This is an optimization exercise on Yosys and OpenROAD, whose aim is small area, a short achievable clock period and few clock cycles, not a production implementation.
At most, simulation tests tie the RTL to the original design; equivalence was not proved.
Power and IR drop assume default switching activity.

## pine
==> flow/design.v <==
module pov_core (
    input  wire        clk,
    input  wire        rst,           
    input  wire        cmd_valid,
    input  wire [39:0] cmd_word,
    output reg         cmd_ready,
    output reg         resp_valid,
    output wire [7:0]  resp_code,
    input  wire        tick_valid,
    output reg         tick_ready,
    output reg         led_data,
    output reg         led_clk,
    output reg         led_latch,
    output wire        led_oe,
    output reg  [3:0]  coil,
    output reg  [31:0] step_delay_ms,
    output reg         timer_armed
);
    assign led_oe = 1'b0;
    reg [127:0] ring;           
    reg [3:0]   rot;
    reg         clr;            
    reg [3:0]   write_end, read_front, read_back;
    reg [4:0]   pixel_step;     
    reg         pwrap;          
    reg         pb2;            
    reg [4:0]   highlighted;
    reg         underrun, dneg;
    reg [2:0]   phase_index;
    reg [3:0]   bsh;            
    wire        halted = ~timer_armed;
    reg         busy;
    reg [3:0]   cyc;
    reg         tgo;            
    reg [6:0]   sh;
    reg         cw;             
    reg         cwp;            
    reg         dirp;           
    reg         tgo2;           
    reg         p_ophz;         
    reg [2:0]   p_op;           
    reg         p_zx;           
    reg         p_zf;           
    reg         p_zb1;          
    reg         p_z0h;          
    reg         p_a0;           
    reg         p_neg;          
    reg         p_e0;           
    reg         p_eff;          
    reg         p_elt;          
    reg         p_egt;          
    reg         p_lgt;          
    reg         rc7, rc1, rc0;
    assign resp_code = {rc7, 5'b00000, rc1, rc0};
    reg [24:0]  dm;
    reg [24:0]  dr;
    reg [2:0]   dj;             
    reg         dneg_r;         
    reg         dcy;            
    reg         dtop;           
    reg [5:0]   dcnt;           
    reg         drun;
    reg         dovf;           
    wire cmd_acc  = cmd_valid & cmd_ready;
    wire tick_acc = tick_valid & tick_ready;
    wire c15 = busy & (cyc == 4'd15);
    wire busy_n = tgo | (busy & ~c15);
    wire [3:0] cyc_n = tgo ? 4'd0 : cyc + 4'd1;
    wire       front_on = (pixel_step <= highlighted);
    wire [4:0] back_step = (pixel_step >= 5'd3) ? pixel_step - 5'd3 : pixel_step + 5'd23;
    wire       back_on  = (back_step <= highlighted);
    wire [3:0] fb = (front_on & ~clr) ? {ring[6], ring[4], ring[2], ring[0]} : 4'd0;
    wire [3:0] bb = back_on  ? bsh : 4'd0;
    wire [7:0] frame = {bb[3], fb[3], bb[2], fb[2], bb[1], fb[1], bb[0], fb[0]};
    wire       f_eq_w = (read_front == write_end);
    wire       fadv   = pwrap & ~f_eq_w;
    wire       ur_n   = underrun | (pwrap & f_eq_w);
    wire       badv   = pb2 & ~underrun;    
    reg [3:0] phase_pattern;
    always @(*) begin
        case (phase_index)
            3'd0: phase_pattern = 4'b0001;
            3'd1: phase_pattern = 4'b0011;
            3'd2: phase_pattern = 4'b0010;
            3'd3: phase_pattern = 4'b0110;
            3'd4: phase_pattern = 4'b0100;
            3'd5: phase_pattern = 4'b1100;
            3'd6: phase_pattern = 4'b1000;
            default: phase_pattern = 4'b1001;
        endcase
    end
    wire [7:0]  op  = cmd_word[39:32];
    wire [31:0] arg = cmd_word[31:0];
    wire [7:0]  sp_e = arg[30:23];
    wire        op1 = (op == 8'h01);
    wire        is1 = p_ophz & (p_op == 3'd1);
    wire        is2 = p_ophz & (p_op == 3'd2);
    wire        is3 = p_ophz & (p_op == 3'd3);
    wire        is4 = p_ophz & (p_op == 3'd4);
    wire        is5 = p_ophz & (p_op == 3'd5);
    wire        zhi   = p_zx & p_zf & p_zb1;             
    wire        z31_1 = zhi & p_z0h;                     
    wire        fz    = p_zf & p_zb1 & p_z0h & ~p_a0;    
    wire        sp_ok = ~p_neg & ~p_eff & ~(p_e0 & fz);
    wire        bad = (is1 & ~zhi) |
                      (is2 & ~z31_1) |
                      (is4 & ~sp_ok) |
                      (is5 & ~(z31_1 & ~p_a0));
    wire        illegal = ~(is1 | is2 | is3 | is4 | is5);
    wire        d_push = is1 & zhi;
    wire        d_dir  = is2 & z31_1;
    wire        d_hl   = is3;
    wire        d_hlsat = ~zhi | p_lgt;
    wire        d_sat  = is4 & sp_ok & p_elt;
    wire        d_zero = is4 & sp_ok & p_egt;
    wire        d_div  = is4 & sp_ok & ~p_elt & ~p_egt;
    wire        d_shut = is5 & z31_1 & ~p_a0;
    wire full    = (tgo & fadv) ? (read_front == write_end + 4'd1)
                                : (read_front == write_end + 4'd2);
    wire live    = cmd_acc & ~halted;
    wire push_ok = live & d_push & ~full;
    wire div_go  = live & d_div;
    wire d4      = (dj == 3'd4);
    wire dsat    = drun & d4 & (dcnt == 6'd34) & ~dsum[4];
    wire dlast   = drun & d4 & (dcnt == 6'd2);
    wire [4:0]  da   = {dr[3:0], dtop};
    wire [4:0]  db   = dneg_r ? dm[4:0] : ~dm[4:0];
    wire [5:0]  dsum = {1'b0, da} + {1'b0, db} + {5'd0, dcy};
    wire [7:0] p15d = push_ok ? arg[7:0] : (clr ? 8'd0 : ring[7:0]);
    wire [3:0] rf_n = (tgo & fadv) ? read_front + 4'd1 : read_front;
    wire       bcap = (tgo & badv) ? (rot == read_back + 4'd1)  : (rot == read_back);
    wire div_busy_n = div_go | (drun & ~dlast);    
    wire tslot_n    = ~busy_n | (cyc_n[3:1] == 3'b111);
    wire cmd_rdy_n  = cmd_valid & ~cmd_acc & ~div_busy_n &
                      (~op1 | (rot + 4'd1 == write_end));
    wire tick_rdy_n = tslot_n & ~tick_acc & (rot + 4'd2 == rf_n);
    always @(posedge clk) begin
        ring <= {p15d, ring[127:8]};
        dr   <= cmd_ready ? 25'h0753000 : {dsum[4:0], dr[24:5]};
        dm   <= cmd_ready ? {2'b01, arg[22:0]} : {dm[4:0], dm[24:5]};
        dj   <= (cmd_ready | d4) ? 3'd0 : dj + 3'd1;
        dcy  <= cmd_ready | (d4 ? ~dsum[4] : dsum[5]);
        dtop <= ~cmd_ready & ~d4 & dr[4];
        if (cmd_ready)
            dneg_r <= 1'b0;
        else if (d4)
            dneg_r <= dsum[4];
        if (cmd_ready)
            dcnt <= arg[28:23];
        else if (d4)
            dcnt <= dcnt + 6'd1;
        p_ophz <= (op[7:3] == 5'd0);
        p_op   <= op[2:0];
        p_zx   <= (arg[31:23] == 9'd0);
        p_zf   <= (arg[22:16] == 7'd0);
        p_zb1  <= (arg[15:8] == 8'd0);
        p_z0h  <= (arg[7:1] == 7'd0);
        p_a0   <= arg[0];
        p_neg  <= arg[31];
        p_e0   <= (sp_e == 8'd0);
        p_eff  <= (sp_e == 8'hFF);
        p_elt  <= (sp_e < 8'd98);
        p_egt  <= (sp_e > 8'd130);
        p_lgt  <= (arg[7:0] > 8'd26);
        cyc <= cyc_n;
        if (cmd_acc & ~rst) begin
            if (halted)
                {rc7, rc1, rc0} <= 3'b110;
            else if (d_push & full)
                {rc7, rc1, rc0} <= 3'b001;
            else
                {rc7, rc1, rc0} <= {bad | illegal, 1'b0, bad};
        end
        if (tgo) begin
            cw   <= ~ur_n;
            cwp  <= cw;
            dirp <= dneg;
        end
        if (tgo)
            sh <= frame[6:0];
        else if (busy & cyc[0])
            sh <= {sh[5:0], 1'b0};
        if (rst) begin
            rot           <= 4'd0;
            clr           <= 1'b1;
            write_end     <= 4'd0;
            read_front    <= 4'd0;
            read_back     <= 4'd15;
            pixel_step    <= 5'd0;
            pwrap         <= 1'b0;
            pb2           <= 1'b0;
            highlighted   <= 5'd0;
            underrun      <= 1'b0;
            dneg          <= 1'b0;
            phase_index   <= 3'd0;
            bsh           <= 4'd0;
            timer_armed   <= 1'b1;
            step_delay_ms <= 32'd0;
            busy          <= 1'b0;
            tgo           <= 1'b0;
            tgo2          <= 1'b0;
            led_data      <= 1'b0;
            led_clk       <= 1'b0;
            led_latch     <= 1'b0;
            coil          <= 4'd0;
            cmd_ready     <= 1'b0;
            tick_ready    <= 1'b0;
            resp_valid    <= 1'b0;
            drun          <= 1'b0;
            dovf          <= 1'b0;
        end else begin
            rot <= rot + 4'd1;
            if (rot == 4'd15)
                clr <= 1'b0;
            cmd_ready  <= cmd_rdy_n;
            tick_ready <= tick_rdy_n;
            if (bcap) bsh <= {p15d[7], p15d[5], p15d[3], p15d[1]};
            resp_valid <= (cmd_acc & ~div_go) | dlast | dovf;
            dovf       <= dsat;
            if (push_ok)
                write_end <= write_end + 4'd1;
            if (live & d_dir)
                dneg <= arg[0];
            if (live & d_hl)
                highlighted <= d_hlsat ? 5'd26 : arg[4:0];
            if (live & d_shut)
                timer_armed <= 1'b0;
            if (live & d_sat)
                step_delay_ms <= 32'hFFFF_FFFF;
            else if (live & (d_zero | d_div))
                step_delay_ms <= 32'd0;
            else if (drun & d4)
                step_delay_ms <= {step_delay_ms[30:0], ~dsum[4]};
            if (dovf)
                step_delay_ms <= 32'hFFFF_FFFF;
            if (div_go)
                drun <= 1'b1;
            else if (dlast | dsat)
                drun <= 1'b0;
            tgo <= tick_acc & ~halted & ~(live & d_shut);
            if (tgo) begin
                pixel_step  <= pwrap ? 5'd0 : pixel_step + 5'd1;
                pwrap       <= (pixel_step == 5'd24);
                pb2         <= (pixel_step == 5'd1);
                if (fadv)
                    read_front <= read_front + 4'd1;
                underrun <= ur_n;    
                if (badv)
                    read_back <= read_back + 4'd1;
            end
            if (push_ok)
                underrun <= 1'b0;
            led_latch <= c15;
            busy <= busy_n;
            if (tgo) begin
                led_clk  <= 1'b0;
                led_data <= frame[7];
            end else if (busy) begin
                if (!cyc[0]) begin
                    led_clk <= 1'b1;
                end else begin
                    led_clk <= 1'b0;
                    if (!c15)
                        led_data <= sh[6];
                end
            end
            tgo2 <= tgo;
            if (tgo2)
                phase_index <= dirp ? phase_index - 3'd1 : phase_index + 3'd1;
            if (led_latch & (tgo2 ? cwp : cw))
                coil <= phase_pattern;
        end
    end
endmodule
Settings: LEC_CHECK=0, CAP_MARGIN=20, CORE_MARGIN=2, CORE_UTILIZATION=40, CTS_CLUSTER_DIAMETER=100, CTS_CLUSTER_SIZE=25, PLACE_DENSITY=0.6, SETUP_SLACK_MARGIN=4.0, SLEW_MARGIN=20; clock period 6.5 ns.
standard.sh (not shown) runs the stock make flow with config.mk's settings and CLKGATE_MAP_FILE= SYNTH_SCRIPT=/design/flow/synth_recipe.tcl, a recipe that flattens the netlist after the stock synthesis.
==> flow/flow/run.sh <==
#!/bin/bash
# The standard layout (the standard.sh), with every input and output
# port buffered by a plain buffer cell instead of the default choice.
set -e
export BUFFER_PORTS_ARGS="-buffer_cell sky130_fd_sc_hd__buf_1"
bash standard.sh > standard.log 2>&1
pine ended with every stage complete and zero timing, DRC or antenna violations.
Modified inputs, cedar compared to pine
-- flow/design.v --
<<< pine, line 33
    reg [3:0]   cyc;
    reg         tgo;            
    reg [6:0]   sh;
    reg         cw;             
    reg         cwp;            
    reg         dirp;           
    reg         tgo2;           
    reg         p_ophz;         
    reg [2:0]   p_op;           
>>> cedar, line 33
    reg [3:0]   cyc;
    reg         tgo;            
    reg [2:0]   sb;             
    reg         fon_f;          
    reg         cw;             
    reg [3:0]   cnext;          
    reg         p_ophz;         
    reg [2:0]   p_op;           
<<< pine, line 132
    wire div_busy_n = div_go | (drun & ~dlast);    
    wire tslot_n    = ~busy_n | (cyc_n[3:1] == 3'b111);
    wire cmd_rdy_n  = cmd_valid & ~cmd_acc & ~div_busy_n &
                      (~op1 | (rot + 4'd1 == write_end));
    wire tick_rdy_n = tslot_n & ~tick_acc & (rot + 4'd2 == rf_n);
    always @(posedge clk) begin
        ring <= {p15d, ring[127:8]};
>>> cedar, line 131
    wire div_busy_n = div_go | (drun & ~dlast);    
    wire tslot_n    = ~busy_n | (cyc_n[3:1] == 3'b111);
    wire push_rf    = op1 & (write_end == rf_n);
    wire cmd_rdy_n  = cmd_valid & ~cmd_acc & ~div_busy_n &
                      (~op1 | (rot + 4'd1 == write_end)) & ~(tick_acc & push_rf);
    wire tick_rdy_n = tslot_n & ~tick_acc & (rot + 4'd2 == rf_n) & ~(cmd_valid & push_rf);
    reg ftap;
    always @(*) begin
        case (cyc[3:2])
            2'd0: ftap = ring[8*14 + 6];
            2'd1: ftap = ring[8*10 + 4];
            2'd2: ftap = ring[8*6 + 2];
            default: ftap = ring[8*2 + 0];
        endcase
    end
    always @(posedge clk) begin
        ring <= {p15d, ring[127:8]};
<<< pine, line 172
                {rc7, rc1, rc0} <= {bad | illegal, 1'b0, bad};
        end
        if (tgo) begin
            cw   <= ~ur_n;
            cwp  <= cw;
            dirp <= dneg;
        end
        if (tgo)
            sh <= frame[6:0];
        else if (busy & cyc[0])
            sh <= {sh[5:0], 1'b0};
        if (rst) begin
            rot           <= 4'd0;
>>> cedar, line 181
                {rc7, rc1, rc0} <= {bad | illegal, 1'b0, bad};
        end
        if (tgo)
            cw <= ~ur_n;
        if (c15)
            cnext <= cw ? phase_pattern : coil;
        if (tgo) begin
            sb    <= bb[2:0];
            fon_f <= front_on;
        end else if (busy & cyc[0] & cyc[1])
            sb <= {sb[1:0], 1'b0};
        if (rst) begin
            rot           <= 4'd0;
<<< pine, line 199
            busy          <= 1'b0;
            tgo           <= 1'b0;
            tgo2          <= 1'b0;
            led_data      <= 1'b0;
            led_clk       <= 1'b0;
>>> cedar, line 208
            busy          <= 1'b0;
            tgo           <= 1'b0;
            led_data      <= 1'b0;
            led_clk       <= 1'b0;
<<< pine, line 240
            tgo <= tick_acc & ~halted & ~(live & d_shut);
            if (tgo) begin
                pixel_step  <= pwrap ? 5'd0 : pixel_step + 5'd1;
                pwrap       <= (pixel_step == 5'd24);
>>> cedar, line 248
            tgo <= tick_acc & ~halted & ~(live & d_shut);
            if (tgo) begin
                phase_index <= dneg ? phase_index - 3'd1 : phase_index + 3'd1;
                pixel_step  <= pwrap ? 5'd0 : pixel_step + 5'd1;
                pwrap       <= (pixel_step == 5'd24);
<<< pine, line 262
                    led_clk <= 1'b0;
                    if (!c15)
                        led_data <= sh[6];
                end
            end
            tgo2 <= tgo;
            if (tgo2)
                phase_index <= dirp ? phase_index - 3'd1 : phase_index + 3'd1;
            if (led_latch & (tgo2 ? cwp : cw))
                coil <= phase_pattern;
        end
    end
>>> cedar, line 271
                    led_clk <= 1'b0;
                    if (!c15)
                        led_data <= cyc[1] ? sb[2] : (fon_f & ftap);
                end
            end
            if (led_latch)
                coil <= cnext;
        end
    end
### Flow results
cedar ended up with a lower flip-flop and latch count after synthesis than pine did. cedar against pine: register share of the cell area moved down, multiplexer share of the synthesized area level, final cell area excluding filler cells moved down. Between pine and cedar, the utilization is lower for cedar. Per the comparison of cedar with pine, share of synthesized area occupied by flip-flops and latches dropped 0.41 points; final critical-path setup slack fell by 0.0089 ns; share of the final layout cell area in multi-input gates grew by 0.67 points; total chip power moved up; endpoint required time on the critical path now smaller. Compared cedar against pine; initial core utilization within noise.
No run of this note included a check of the RTL's function; only the layout flow was run.


## run a
Starts from the design.v that is shown in full above.
clock: 6.5 ns
lec_check: 0
cap_margin: 20
core_margin: 2
core_utilization: 50
cts_cluster_diameter: 100
cts_cluster_size: 25
place_density: 0.65
setup_slack_margin: 4.0
slew_margin: 20
Scripts as last shown in full above: flow/flow/run.sh
Modified inputs, run b compared to run a
-- flow/design.v --
<<< run a, line 35
    reg [6:0]   sh;
    reg         cw;             
    reg         cwp;            
    reg         dirp;           
    reg         tgo2;           
    reg         p_ophz;         
    reg [2:0]   p_op;           
>>> run b, line 35
    reg [6:0]   sh;
    reg         cw;             
    reg [3:0]   cnext;          
    reg         p_ophz;         
    reg [2:0]   p_op;           
<<< run a, line 172
                {rc7, rc1, rc0} <= {bad | illegal, 1'b0, bad};
        end
        if (tgo) begin
            cw   <= ~ur_n;
            cwp  <= cw;
            dirp <= dneg;
        end
        if (tgo)
            sh <= frame[6:0];
>>> run b, line 170
                {rc7, rc1, rc0} <= {bad | illegal, 1'b0, bad};
        end
        if (tgo)
            cw <= ~ur_n;
        if (c15)
            cnext <= cw ? phase_pattern : coil;
        if (tgo)
            sh <= frame[6:0];
<<< run a, line 199
            busy          <= 1'b0;
            tgo           <= 1'b0;
            tgo2          <= 1'b0;
            led_data      <= 1'b0;
            led_clk       <= 1'b0;
>>> run b, line 196
            busy          <= 1'b0;
            tgo           <= 1'b0;
            led_data      <= 1'b0;
            led_clk       <= 1'b0;
<<< run a, line 240
            tgo <= tick_acc & ~halted & ~(live & d_shut);
            if (tgo) begin
                pixel_step  <= pwrap ? 5'd0 : pixel_step + 5'd1;
                pwrap       <= (pixel_step == 5'd24);
>>> run b, line 236
            tgo <= tick_acc & ~halted & ~(live & d_shut);
            if (tgo) begin
                phase_index <= dneg ? phase_index - 3'd1 : phase_index + 3'd1;
                pixel_step  <= pwrap ? 5'd0 : pixel_step + 5'd1;
                pwrap       <= (pixel_step == 5'd24);
<<< run a, line 265
                end
            end
            tgo2 <= tgo;
            if (tgo2)
                phase_index <= dirp ? phase_index - 3'd1 : phase_index + 3'd1;
            if (led_latch & (tgo2 ? cwp : cw))
                coil <= phase_pattern;
        end
    end
>>> run b, line 262
                end
            end
            if (led_latch)
                coil <= cnext;
        end
    end
==> summary.txt <==
Looking at global-route usage, run b sits 0.76 points below run a. Fmax grows by a few percent when moving from run a to run b. The power after layout of run a and that of run b are within noise of each other. Run b ended up with a lower final non-filler cell area than run a did. Higher share of the core filled with cells was reported by run a, not run b. Origin of the worst setup path: cmd_ready -> run b, cmd_valid -> run a.
Testbench counts of run b, summed over its fixed seeds: cycles 61,728.
For run a, only the layout was checked, not whether the RTL still works.

-- separate check: timing with driven ports --
The results above use ideal ports. As a check the final layouts listed here were re-extracted and re-timed, cells and wires unchanged.
Step 1 sets driving cells, clkbuf_16 on the clock port and buf_2 on the other inputs (assumed; they add their load-dependent delay and slew).
Step 2, shift: input delay + t, output delay - t, t = (earliest + latest rising clock arrival at the registers) / 2. This alone moves slack from input paths to output paths.
Three values: ideal ports, drivers, drivers and shift; two values: the first two.
run | t (ns) | setup slack, ns | slew at the worst register clock pin (ns) | worst slew at a driven data input, ns | cell pins on the clock port's net
pine | 0.544 | 4.030 / 4.012 / 3.468 | 0.10 / 0.10 | 0.06 | 1
cedar | 0.547 | 4.021 / 4.018 / 3.594 | 0.10 / 0.10 | 0.05 | 1
run a | 0.538 | 3.999 / 4.000 / 3.470 | 0.10 / 0.10 | 0.04 | 1
run b | 0.544 | 4.056 / 4.012 / 3.658 | 0.10 / 0.10 | 0.06 | 1
After both steps every run listed still meets setup and hold. For pine, which loses most, drivers alone change the setup slack by -0.018 ns; drivers and shift together by -0.562 ns.
